Context: an optimization exercise on an open-source flow, tuned for small area, a short achievable clock period and few clock cycles per item. The choices shown serve that exercise and are no tape-out recipe.
Where RTL was checked, it was by simulation tests only, not by an equivalence proof against the original.
The RTL of run 2 was laid out without a check of its function.
No driver is modelled on the clock port, so clock power and skew are understated where the tree is cut down; a real chip needs a root buffer or a tree.
Power is estimated from default activity; no workload was simulated.

### flow/config.mk
export PLATFORM = sky130hd
export DESIGN_NAME = olidx_voice_codec
export DESIGN_NICKNAME = olidx_voice_codec
export VERILOG_FILES = /design/flow/design.v
export SDC_FILE = /design/flow/constraint.sdc
export NUM_CORES = 4
export LEC_CHECK = 0
export ABC_AREA = 1
export CAP_MARGIN = 20
export CORE_MARGIN = 2
export CORE_UTILIZATION = 50
export CTS_BUF_LIST = sky130_fd_sc_hd__clkbuf_8
export PLACE_DENSITY = 0.7
export SETUP_SLACK_MARGIN = 5
export SLEW_MARGIN = 20
### flow/constraint.sdc
create_clock -name core_clock -period 9.0 [get_ports {clk}]
set_input_delay 1.8000 -clock core_clock [delete_from_list [all_inputs] [get_ports {clk}]]
set_output_delay 1.8000 -clock core_clock [all_outputs]
set_load 0.01 [all_outputs]
### flow/design.v
module olidx_voice_codec (
    input  wire       clk,
    input  wire       rst,         
    input  wire       in_valid,
    output wire       in_ready,
    input  wire [7:0] in_data,
    input  wire       in_unpack,   
    output wire       out_valid,
    input  wire       out_ready,
    output wire [7:0] out_data,
    output wire       out_last,
    output wire [6:0] out_chk
);
    function automatic dec_cons(input m, input v, input [4:0] s);
        begin
            if (!v && !m)     dec_cons = (s <= 5'd20);
            else if (!v)      dec_cons = !(s == 5'd11 || s == 5'd14 || s == 5'd17 || s == 5'd20);
            else if (!m)      dec_cons = 1'b1;
            else              dec_cons = !(s == 5'd9 || s == 5'd15 || s == 5'd16);
        end
    endfunction
    function automatic dec_prod(input m, input v, input [4:0] s);
        begin
            if (!v && !m)     dec_prod = !(s == 5'd11 || (s >= 5'd13 && s <= 5'd19));
            else if (!v)      dec_prod = 1'b1;
            else if (!m)      dec_prod = !(s == 5'd9 || s == 5'd15 || s == 5'd16);
            else              dec_prod = 1'b1;
        end
    endfunction
    reg        mode;        
    reg  [2:0] sec;         
    reg  [4:0] k;           
    reg        r_cons, r_prod, r_need, r_send;
    reg  [2:0] hb;          
    reg  [4:0] hc;          
    reg  [7:0] hd;          
    reg  [5:0] he;          
    reg  [7:0] hf;          
    reg  [7:0] ir;
    reg        ir_u, ir_v;
    reg  [7:0] o_data;
    reg        o_v, o_last;
    reg        p_v, p_in_s;   
    reg  [6:0] ck;
    reg  [7:0] s_data;
    reg        s_v, s_last;
    reg        rdy;
    wire voice = (sec == 3'd6);
    wire first = (sec == 3'd0) && (k == 5'd0);
    wire lastb = voice && (k == 5'd28);
    wire cons  = r_cons;
    wire prod  = r_prod;
    wire need  = r_need;
    wire send  = r_send;
    wire go    = (!need || ir_v) && (!prod || !s_v);
    wire push  = go && prod;
    wire take  = go && cons;
    wire ld_o  = !o_v || out_ready;
    wire [2:0] sec_a  = send ? (voice ? 3'd0 : sec + 3'd1) : sec;
    wire [4:0] k_a    = send ? 5'd0 : k + 5'd1;
    wire [2:0] sec_n  = go ? sec_a : sec;
    wire [4:0] k_n    = go ? k_a : k;
    wire       v_a    = (sec_a == 3'd6);
    wire       cons_a = dec_cons(mode, v_a, k_a);
    wire       prod_a = dec_prod(mode, v_a, k_a);
    wire       need_a = cons_a || (mode && (v_a ? (k_a == 5'd9 || k_a == 5'd15 || k_a == 5'd16)
                                                : (k_a == 5'd11 || k_a == 5'd14 || k_a == 5'd17)));
    wire       send_a = v_a ? (k_a == 5'd28) : (mode ? (k_a == 5'd20) : (k_a == 5'd24));
    wire       cons_n = go ? cons_a : cons;
    wire       prod_n = go ? prod_a : prod;
    wire sv1  = !s_v && push && lastb;                        
    wire sv0  = s_v ? o_v : (push && (lastb || o_v));         
    wire irv1 = rdy || (ir_v && !take);                        
    wire irv0 = !rdy && ir_v && !take;                         
    wire ov1  = s_v || (push && !lastb);
    wire rd1  = cons_n && (!prod_n || !sv1);
    wire rd0  = cons_n && (!prod_n || !sv0);
    reg s_v_n, rdy_n, o_v_n, ir_v_n;
    always @* begin
        ir_v_n = in_valid ? irv1 : irv0;
        if (out_ready) begin
            s_v_n = sv1; o_v_n = ov1;
            rdy_n = !ir_v_n || rd1;
        end else begin
            s_v_n = sv0; o_v_n = o_v || ov1;
            rdy_n = !ir_v_n || rd0;
        end
    end
    wire       ck_en = p_v && !(o_v && o_last);
    wire [6:0] ck_n  = ck - (p_in_s ? s_data[6:0] : o_data[6:0]);
    wire       in_s1 = lastb;
    wire       in_s0 = lastb || o_v;
    reg [7:0] b;
    always @* begin
        b = ir;
        if (!mode && !voice) begin
            case (k)
                5'd12: b = {4'b0, ir[1:0], hb[1:0]};
                5'd20: b = {1'b0, ir[3:0], hb};
                5'd21: b = {3'b0, hc};
                5'd22: b = hd;
                5'd23: b = {2'b0, he};
                5'd24: b = hf;
                default: b = ir;
            endcase
        end else if (!mode) begin
            case (k)
                5'd8:  b = {3'b0, ir[4:0]};
                5'd10: b = {4'b0, ir[0], hb};
                5'd17: b = {1'b0, ir[2:0], hd[2:0], hc[2]};
                default: b = ir;
            endcase
        end else if (!voice) begin
            case (k)
                5'd11: b = {6'b0, ir[1:0]};
                5'd12: b = {6'b0, ir[3:2]};
                5'd13: b = {5'b0, ir[2:0]};
                5'd14: b = {6'b0, ir[1:0]};
                5'd15: b = {5'b0, ir[4:2]};
                5'd17: b = {7'b0, ir[0]};
                5'd18: b = {3'b0, ir[5:1]};
                5'd20: b = {4'b0, hd[6:3]};
                default: b = ir;
            endcase
        end else begin
            case (k)
                5'd8:  b = {3'b0, ir[4:0]};
                5'd9:  b = {5'b0, ir[2:0]};
                5'd10: b = {7'b0, ir[3]};
                5'd15: b = {7'b0, ir[0]};
                5'd16: b = {5'b0, ir[3:1]};
                5'd17: b = {5'b0, ir[6:4]};
                default: b = ir;
            endcase
        end
    end
    always @(posedge clk) begin
        if (!ir_v || take) begin
            ir   <= in_data;
            ir_u <= in_unpack;
        end
        if (go && first)
            mode <= ir_u;
        if (rst) begin
            sec   <= 3'd0;
            k     <= 5'd0;
            r_cons <= 1'b1;              
            r_prod <= 1'b1;
            r_need <= 1'b1;
            r_send <= 1'b0;
            rdy   <= 1'b1;
            ir_v  <= 1'b0;
            s_v   <= 1'b0;
            o_v   <= 1'b0;
            p_v   <= 1'b0;
            ck    <= 7'd0;
        end else begin
            sec   <= sec_n;
            k     <= k_n;
            if (go) begin
                r_cons <= cons_a;
                r_prod <= prod_a;
                r_need <= need_a;
                r_send <= send_a;
            end
            rdy   <= rdy_n;
            ir_v  <= ir_v_n;
            s_v   <= s_v_n;
            o_v   <= o_v_n;
            if (o_v && o_last && out_ready)
                ck <= 7'd0;
            else if (ck_en)
                ck <= ck_n;
            if (push) begin
                p_v     <= 1'b1;
                p_in_s  <= out_ready ? in_s1 : in_s0;
            end else begin
                if (ck_en)
                    p_v <= 1'b0;
                if (ld_o)
                    p_in_s <= 1'b0;
            end
        end
    end
    always @(posedge clk) begin
        if (k == 5'd9 || k == 5'd11 || k == 5'd13) hb <= ir[2:0];
        if (k == 5'd14) hc[1:0] <= ir[1:0];
        if (k == 5'd15) hc[4:2] <= ir[2:0];
        if ((k == 5'd13 && mode) || (k == 5'd16 && !mode)) hd <= ir;
        if (k == 5'd17) he[0] <= ir[0];
        if (k == 5'd18) he[5:1] <= ir[4:0];
        if (k == 5'd19) hf <= ir;
    end
    always @(posedge clk) begin
        if (rst) begin
            o_data <= 8'd0;
            o_last <= 1'b0;
        end else if (ld_o) begin
            o_data <= s_v ? s_data : b;
            o_last <= s_v && s_last;
        end
        if (!s_v) begin
            s_data <= b;
            s_last <= lastb;
        end
    end
    assign in_ready  = rdy;
    assign out_valid = o_v;
    assign out_data  = o_data;
    assign out_last  = o_last;
    assign out_chk   = ck;
endmodule
### flow/flow/run.sh
#!/bin/bash
# Standard ORFS layout (the standard.sh) with a tighter timing-repair
# target, no footprint restriction on resizing and plain buffers on the ports.
# After clock tree synthesis, the clock tree is rebuilt as a single balanced
# level of four clkbuf_16 buffers (one per quadrant of the registers), driven
# by the clock port; routing and the rest of the flow then continue as usual.
# Each tool's full output goes to a log file in this folder.
set -e
ARGS=(SETUP_SLACK_MARGIN=6.3 SKIP_GATE_CLONING=1 MATCH_CELL_FOOTPRINT=0 'BUFFER_PORTS_ARGS=-buffer_cell sky130_fd_sc_hd__buf_2')
RES=$PWD/orfs/results/${FLOW_PLATFORM:-sky130hd}/olidx_voice_codec/base
bash standard.sh "${ARGS[@]}" cts > standard_cts.log 2>&1
CT_IN=$RES/4_cts.odb CT_OUT=$RES/4_cts_tree.odb CT_NB=4 \
  openroad -no_init -exit flow/clock_tree.tcl > clock_tree.log 2>&1
mv -f $RES/4_cts_tree.odb $RES/4_cts.odb
bash standard.sh "${ARGS[@]}" finish > standard.log 2>&1
### flow/flow/clock_tree.tcl
# Rebuild the clock tree of a placed design as one level of buffers: the
# clock port drives CT_NB clkbuf_16 buffers, each driving the clock pins of
# one group of registers (quadrants for 4), placed at the group's centre.
set in_db  $::env(CT_IN)
set out_db $::env(CT_OUT)
set nb     $::env(CT_NB)
read_db $in_db
set block [ord::get_db_block]
set db [ord::get_db]
set master [$db findMaster sky130_fd_sc_hd__clkbuf_16]

# the clock port net
set clk_net [$block findNet clk]
# remove existing clock buffers (driven, directly or not, from clk)
set sinks {}
set todo [list $clk_net]
set bufs {}
while {[llength $todo]} {
  set n [lindex $todo 0]; set todo [lrange $todo 1 end]
  foreach it [$n getITerms] {
    if {![$it isInputSignal]} { continue }
    set inst [$it getInst]
    set mname [[$inst getMaster] getName]
    if {[string match "*clkbuf*" $mname]} {
      lappend bufs $inst
      foreach o [$inst getITerms] { if {[$o isOutputSignal] && [$o getNet] ne "NULL"} { lappend todo [$o getNet] } }
    } else {
      lappend sinks $it
    }
  }
}
puts "clock buffers found: [llength $bufs], sinks: [llength $sinks]"
# disconnect sinks, delete buffers and their nets
foreach it $sinks { $it disconnect }
foreach inst $bufs {
  foreach o [$inst getITerms] {
    set n [$o getNet]
    if {$n ne "NULL" && [$o isOutputSignal]} { $o disconnect; if {[llength [$n getITerms]] == 0 && [llength [$n getBTerms]] == 0} { odb::dbNet_destroy $n } }
  }
  odb::dbInst_destroy $inst
}
# group sinks by x (then y) position
set pts {}
foreach it $sinks {
  set inst [$it getInst]
  set bb [$inst getBBox]
  lappend pts [list [expr {([$bb xMin]+[$bb xMax])/2}] [expr {([$bb yMin]+[$bb yMax])/2}] $it]
}
# nb = 2: left / right halves; nb = 4: quadrants (halves split top / bottom)
set pts [lsort -integer -index 0 $pts]
set n [llength $pts]
set groups {}
if {$nb == 4} {
  foreach half [list [lrange $pts 0 [expr {$n/2 - 1}]] [lrange $pts [expr {$n/2}] end]] {
    set half [lsort -integer -index 1 $half]
    set m [llength $half]
    lappend groups [lrange $half 0 [expr {$m/2 - 1}]] [lrange $half [expr {$m/2}] end]
  }
} else {
  for {set g 0} {$g < $nb} {incr g} {
    lappend groups [lrange $pts [expr {$g * $n / $nb}] [expr {($g + 1) * $n / $nb - 1}]]
  }
}
for {set g 0} {$g < $nb} {incr g} {
  set grp [lindex $groups $g]
  set sx 0; set sy 0
  foreach p $grp { incr sx [lindex $p 0]; incr sy [lindex $p 1] }
  set cx [expr {$sx / [llength $grp]}]
  set cy [expr {$sy / [llength $grp]}]
  set inst [odb::dbInst_create $block $master "clkbuf_1_${g}_clk"]
  set net [odb::dbNet_create $block "clknet_1_${g}_clk"]
  $net setSigType CLOCK
  [$inst findITerm A] connect $clk_net
  [$inst findITerm X] connect $net
  foreach p $grp { [lindex $p 2] connect $net }
  $inst setLocation $cx $cy
  $inst setPlacementStatus PLACED
  puts "buffer $g: [llength $grp] sinks at $cx $cy"
}
detailed_placement
check_placement
write_db $out_db
### flow/standard.sh
#!/bin/bash
# synth_recipe.tcl (not shown) runs the flow's synth.tcl, then flattens the netlist and writes it again
# the make line also repeats each setting of config.mk as NAME=value (left out here)
make -C /OpenROAD-flow-scripts/flow DESIGN_CONFIG=/design/flow/config.mk WORK_HOME=/design/flow/orfs CLKGATE_MAP_FILE= SYNTH_SCRIPT=/design/flow/synth_recipe.tcl "${@:-finish}"
==> results of run 1 <==
-- critical path, cell delays in order --
cell	delay, ns
buf_2	0.17
clkinvlp_4	0.25
o21ai_2	0.21
nor2_1	0.08
o21ai_0	0.08
inv_1	0.05
-- layout by cell type, fill, tap and decap left out, drive strengths merged, types with 5 or more instances in the layout --
cell type / instances
ha: 11
nand4: 14
nor2: 66
a21oi: 39
nand3: 39
inv: 81
clkinv: 5
edfxtp: 42
o21ai: 52
nand2: 186
buf: 34
dfxtp: 41
-- cell families (layout without fill, tap and decap cells) --
family / Yosys count / count (layout) / synth area share
AND/OR/NAND/NOR: 312 / 312 / 0.286
buffers and inverters: 95 / 128 / 0.0805
multiplexers: 3 / 3 / 0.00655
AO/OA/AOI/OAI: 108 / 108 / 0.127
flip-flops: 83 / 83 / 0.454
adder cells (fa/ha/maj): 12 / 12 / 0.0344
XOR/XNOR: 6 / 6 / 0.0115
-- cell type report --
| cell class | count | share of cell area |
|---|---|---|
| Multi-Input combinational cell | 441 | 0.428 |
| Sequential cell | 83 | 0.416 |
| Inverter | 83 | 0.0628 |
| Timing Repair Buffer | 34 | 0.0359 |
| Tap cell | 108 | 0.0269 |
| Buffer | 4 | 0.0199 |
| Clock inverter | 7 | 0.0102 |
-- metrics by stage --
step,cell area [um^2],instances
2_1_floorplan,4590,619
3_3_place_gp,4830,747
3_5_place_dp,4830,747
4_1_cts,5010,763
5_1_grt,5020,760
6_report,5020,760
-- power by group through the flow --
| stage | clock [uW] | combinational (uW) | sequential [uW] |
|---|---|---|---|
| after floorplan | 0 | 275 | 499 |
| after global placement | 0 | 350 | 511 |
| after detailed placement | 0 | 357 | 513 |
| after CTS | 251 | 360 | 505 |
| after global routing | 229 | 418 | 514 |
| final | 212 | 366 | 506 |
-- registers in the layout, summed over array words and instances, names as in the netlist, 3 cells and up --
register and count:
ck 7, hb 3, hc 5, hd 8
he 6, hf 8, ir 8, k 5
o_data 8, s_data 8, sec 3
-- what timing repair did --
item                                   4_1_cts  5_1_grt
setup endpoints to repair                    8        9
pin swaps                                    0        1
gates resized for setup                      6        6
setup buffers                                0        2
endpoints found under the hold margin        0        0
hold buffers                                 0        0
-- how the worst max path moves through the flow --
stage	start	endpoint	slack (ns)	cells after the start
4_1_cts	o_v	out_valid	6.29	1
3_5_place_dp	out_ready	rdy	5.84	10
3_3_place_gp	out_ready	rdy	5.90	10
6_report	rst	ck[4]	6.41	6
5_1_grt	rst	ck[5]	6.29	6
2_1_floorplan	out_ready	rdy	6.33	9
-- metal layers --
metal,global-route usage,share of wire,vias to the layer above
li1,-,-,2091
met1,0.336,0.45,1952
met2,0.389,0.46,131
met3,0.0541,0.067,20
met4,0.0780,0.021,0
met5,0,0,-
==> results.toml, run 1 <==
[outcome]
outcome = "finished clean"

[timing]
setup_slack_ns = 6.41
skew_ns = 0.0103
relSlewSlack = 0.524
rsz0062_at_grt = "false"
min_period_ns = 2.59
fmax_mhz = 386
finalHoldViolCount = 0
report.final.slew_viol_count = 0
setup_viol = 0
hold_ws_ns = 0.476
timing.final.crit_share = 0.288
tightest_slew_ns = 0.712
finalSetupTns_ns = 0

[placement]
gp_congestion = 1.01
portBuffers = 30
pre_cts_slack_ns = 5.84
dp_hpwl_mm = 8.61

[synth]
ys_seq_area_frac = 0.454
yosys.area.top_type = "edfxtp_1"
async_flop_share = 0
netlist.area_leader.share = 0.275
ys_ff_latch = 83
syn_avg_cell_area_um2 = 7.41
synth_edf_count = 42
syn-num-nets = 644
ys.warnings.count = 1
synthCells = 619
synthTopCellsByArea = "edfxtp_1 28%, dfxtp_1 18%, nand2_1 15%"
synth.distinct_cells = 37
synth.cell_area_mm2 = 0.00459
synth_top_flop_cell = "edfxtp_1"
synth_commonest_cells = "178 x nand2_1, 73 x inv_1, 62 x nor2_1"
synth.most_common_cell = "nand2_1"

[die]
rows = 34
dieArea_mm2 = 0.00995
fp.dieW_um = 99.8
core_mm2 = 0.00881
num_io_pins = 31
die_h_um = 99.8
initial_core_util = 0.521

[grt]
first_global_vias = 3888
overflow = 0
grt_use_total = 0.245
grt_antenna_before_repair = 0
grt_max_degree = 24
grt_pass1_wl_mm = 19.1

[critical_path]
crit_path_start_kind = "input port"
crit_path_end_kind = "flop"
rr_endpoint = "rdy"
crit_type = "in2reg"
r2r_start = "k[0]"
critPathRequiredTime_ns = 9.06
path_max_fanout = 12
ff2ff_setup_slack_ns = 6.55
arrival_ns = 2.65
ff2ff_path_depth = 15

[routing]
totalWireLength_mm = 11.8
vias = 4194
ant_nets = 0
wire_per_inst_um = 15.5
first_pass_iters = 5
drtIter0Drc = 271
viasPerCell = 5.52
drc = 0

[min_path]
hold_depth = 2
hold_path.class = "reg2reg"
hold_start = "s_data[2]"
hold-path-endpoint = "s_data[2]"

[clock_network]
insertion_delay_ns = 0.17
cts.clk_slew.worst_paths_ns = 0.09
numClockSinks = 83

[pwr]
internal-power_uw = 674
combPwrFrac = 0.338
p_leak_uw = 0.00235
power_density_mw_per_mm2 = 216
clkPwrFrac = 0.195
pwr-share-seq = 0.467
p_sw_frac = 0.378
power_switching_uw = 410
peakVddDrop_mv = 0.105
total_power_uw = 1080

[job]
maxCapViolCount = 0

[finish]
register_area_mm2 = 0.00209
fin_nets = 673
num_antenna_cells = 0
nFillCells = 860
multiInputGateArea_mm2 = 0.00215
final_util = 0.570
area_growth_pct = 9.47
layout-drive-gt1-share = 0.120
Testbench counts, summed over its fixed seeds: cycles 32,440, records 192.
==> run 2, diff against run 1 <==
--- a/flow/design.v
+++ b/flow/design.v
@@ -41,5 +41,5 @@
     reg  [7:0] o_data;
     reg        o_v, o_last;
-    reg        p_v, p_in_s;   
+    reg        p_v;         
     reg  [6:0] ck;
     reg  [7:0] s_data;
@@ -88,7 +88,5 @@
     end
     wire       ck_en = p_v && !(o_v && o_last);
-    wire [6:0] ck_n  = ck - (p_in_s ? s_data[6:0] : o_data[6:0]);
-    wire       in_s1 = lastb;
-    wire       in_s0 = lastb || o_v;
+    wire [6:0] ck_n  = ck - (s_v ? s_data[6:0] : o_data[6:0]);
     reg [7:0] b;
     always @* begin
@@ -172,13 +170,8 @@
             else if (ck_en)
                 ck <= ck_n;
-            if (push) begin
-                p_v     <= 1'b1;
-                p_in_s  <= out_ready ? in_s1 : in_s0;
-            end else begin
-                if (ck_en)
-                    p_v <= 1'b0;
-                if (ld_o)
-                    p_in_s <= 1'b0;
-            end
+            if (push)
+                p_v <= 1'b1;
+            else if (ck_en)
+                p_v <= 1'b0;
         end
     end
--- a/flow/flow/run.sh
+++ b/flow/flow/run.sh
@@ -7,5 +7,5 @@
 # Each tool's full output goes to a log file in this folder.
 set -e
-ARGS=(SETUP_SLACK_MARGIN=6.3 SKIP_GATE_CLONING=1 MATCH_CELL_FOOTPRINT=0 'BUFFER_PORTS_ARGS=-buffer_cell sky130_fd_sc_hd__buf_2')
+ARGS=(SETUP_SLACK_MARGIN=6.3 MATCH_CELL_FOOTPRINT=0 'BUFFER_PORTS_ARGS=-buffer_cell sky130_fd_sc_hd__buf_2')
 RES=$PWD/orfs/results/${FLOW_PLATFORM:-sky130hd}/olidx_voice_codec/base
 bash standard.sh "${ARGS[@]}" cts > standard_cts.log 2>&1
==> run 2 against run 1 <==
Still clean. Critical path depth is 3 higher. Flip-flop and latch count down 1. Routed wire length shrank 3.7%. Clock power is 17% higher. Design area increased by 0.90%. Setup slack got worse by 0.034 ns. Largest cell class unchanged.
==> results.toml, run 2 <==
[die]
num_io_pins = 31
fp.dieW_um = 99.6
dieArea_mm2 = 0.00991
rows = 34
die_h_um = 99.6
core_mm2 = 0.00881
initial_core_util = 0.519

[critical_path]
critPathMostFrequentCell = "inv_1"
crit_path_top_delay_cell = "nand2_2"
critPathRequiredTime_ns = 9.06
ff2ff_setup_slack_ns = 6.49
ff2ff_path_depth = 16
crit_path_end_kind = "flop"
crit_type = "in2reg"
crit_path_start_kind = "input port"
worstPathCellList = "buf_2, inv_1, nand2_2, inv_1, o22ai_1, inv_1, nand3_1, nand2_1, nand2_1"
path_max_fanout = 19
r2r_start = "k[0]"
rr_endpoint = "rdy"
arrival_ns = 2.69
slowest_delay_ns = 0.22

[routing]
viasPerCell = 5.55
totalWireLength_mm = 11.4
drtIter0Drc = 368
drc = 0
wire_per_inst_um = 14.9
vias = 4233
first_pass_iters = 5
ant_nets = 0

[synth]
synth.cell_area_mm2 = 0.00457
synth_commonest_cells = "164 x nand2_1, 87 x inv_1, 60 x nand3_1"
synth_top_flop_cell = "edfxtp_1"
syn-num-nets = 645
async_flop_share = 0
ys_ff_latch = 82
yosys.area.top_type = "edfxtp_1"
synth.distinct_cells = 32
syn_avg_cell_area_um2 = 7.37
netlist.area_leader.share = 0.270
synth_edf_count = 41
ys_seq_area_frac = 0.449
synth.most_common_cell = "nand2_1"
synthCells = 620
synthTopCellsByArea = "edfxtp_1 27%, dfxtp_1 18%, nand2_1 13%"
ys.warnings.count = 1

[outcome]
outcome = "finished clean"

[min_path]
hold_depth = 0
hold_path.class = "reg2reg"
hold_start = "ir_u"
hold-path-endpoint = "mode"

[clock_network]
numClockSinks = 82
holdBufCountCts = 0
insertion_delay_ns = 0.18
cts.clk_slew.worst_paths_ns = 0.11

[finish]
final_area_mm2 = 0.00506
fin_nets = 676
area_growth_pct = 10.9
layout-drive-gt1-share = 0.121
num_antenna_cells = 0
layout_common_cells = "162 x nand2_1, 86 x inv_1, 60 x nand3_1, 48 x nor2_1, 48 x o21ai_0"
final_common_cell = "nand2_1"

[placement]
dpl_cell_area_mm2 = 0.00479
portBuffers = 30
gp_congestion = 1.02
dp_hpwl_mm = 8.51

[pwr]
p_leak_uw = 0.00244
total_power_uw = 1100
peakVddDrop_mv = 0.116
power_density_mw_per_mm2 = 217

[grt]
grt_max_degree = 24
overflow = 0
grt_use_total = 0.243
grt_antenna_before_repair = 0
first_global_vias = 4121
grt_pass1_wl_mm = 19.4

[timing]
relSlewSlack = 0.569
fmax_mhz = 381
finalHoldViolCount = 0
skew_ns = 0.0330
setup_viol = 0
finalSetupTns_ns = 0
report.final.slew_viol_count = 0
tightest_slew_ns = 0.643
rsz0062_at_grt = "true"
timing.final.crit_share = 0.292
min_period_ns = 2.63

[job]
maxCapViolCount = 0
[run 2: changes by cell type after synthesis, sizes merged, moves of 4 or more]
cell and delta:
nand2 -17, o22ai +5, nand4 -5, inv +10, nand3 +21, a21boi +4, nor2 -9
[run 2: worst max-delay path by stage]
stage | start | cells past startpoint | endpoint
floorplan | out_ready | 6 | o_data[7]
global placement | rst | 6 | ck[6]
detailed placement | rst | 6 | ck[6]
CTS | ck[3] | 1 | out_chk[3]
global route | out_ready | 9 | rdy
finish | out_ready | 9 | rdy
[run 2: layer usage]
layer | vias to the layer above | track usage | routed length [um]
met5 | - | 0 | 0
met4 | 0 | 0.0643 | 161
met3 | 11 | 0.0520 | 619
met2 | 114 | 0.406 | 5390
met1 | 1994 | 0.322 | 5190
li1 | 2114 | - | -
[run 2: report_power, final]
part / switching (uW) / total [uW] / leakage [uW] / internal, uW
Sequential: 47.3 / 494 / 0.000728 / 447
Combinational: 237 / 358 / 0.00163 / 121
Clock: 123 / 248 / 0.0000898 / 125
Total: 407 / 1100 / 0.00244 / 692
[run 2: final cells by class]
cell class                      instances  area [um^2]
Buffer                                  4          100
Tap cell                              108          135
Timing Repair Buffer                   37          203
Clock inverter                          7         82.6
Sequential cell                        82         2060
Multi-Input combinational cell        432         2130
Fill cell                             837         3740
Timing Repair inverter                  1         5.00
Inverter                               92          353
[run 2: through the flow]
stage	instances	setup WS, ns	hold WS [ns]	util
2_1_floorplan	620	6.40	0.400	-
5_1_grt	763	6.23	0.445	0.575
4_1_cts	762	6.31	0.446	0.570
3_3_place_gp	745	5.88	0.419	0.544
3_5_place_dp	745	5.77	0.425	0.544
6_report	763	6.37	0.447	0.575
[run 2: timing repair]
item / in CTS / in global routing
buffers inserted: 0 / 6
resized for setup: 6 / 9
gates cloned: 1 / 0
setup endpoints to repair: 10 / 22
[run 2: kinds of logic (layout without fill, tap and decap cells)]
logic type | after synthesis | in the layout | synth area share
simple gates | 304 | 304 | 0.285
xor+xnor | 4 | 4 | 0.00767
fa+ha+maj | 12 | 12 | 0.0345
buf+inv | 106 | 141 | 0.0899
compound gates | 112 | 112 | 0.134
flops | 82 | 82 | 0.449
[run 2: critical path: cells and delay by family]
family	cells	cell delay (ns)
simple gates	4	0.40
buf+inv	4	0.40
compound gates	1	0.10

[afterwards: timing with drivers on the ports]
Ports are ideal in the flow. The routed layouts listed here were re-timed in OpenROAD. Step 1 sets driving cells, clkbuf_16 on the clock port and buf_2 on the other inputs (assumed; they add their load-dependent delay and slew). Step 2 times the ports against the registers' clock, not the clock port: input delays grow and output delays shrink by t, the midpoint of the rising clock arrivals with the driver on. a / b / c = ideal ports / drivers / drivers and shift; a / b = the first two.
run	t, ns	slack for setup (ns)	slew at the worst register clock pin (ns)	pins driven straight from the clock port
run 1	0.248	6.407 / 6.366 / 6.224	0.10 / 0.10	4
run 2	0.244	6.374 / 6.411 / 6.191	0.12 / 0.12	4
After both steps every run listed still meets setup and hold.
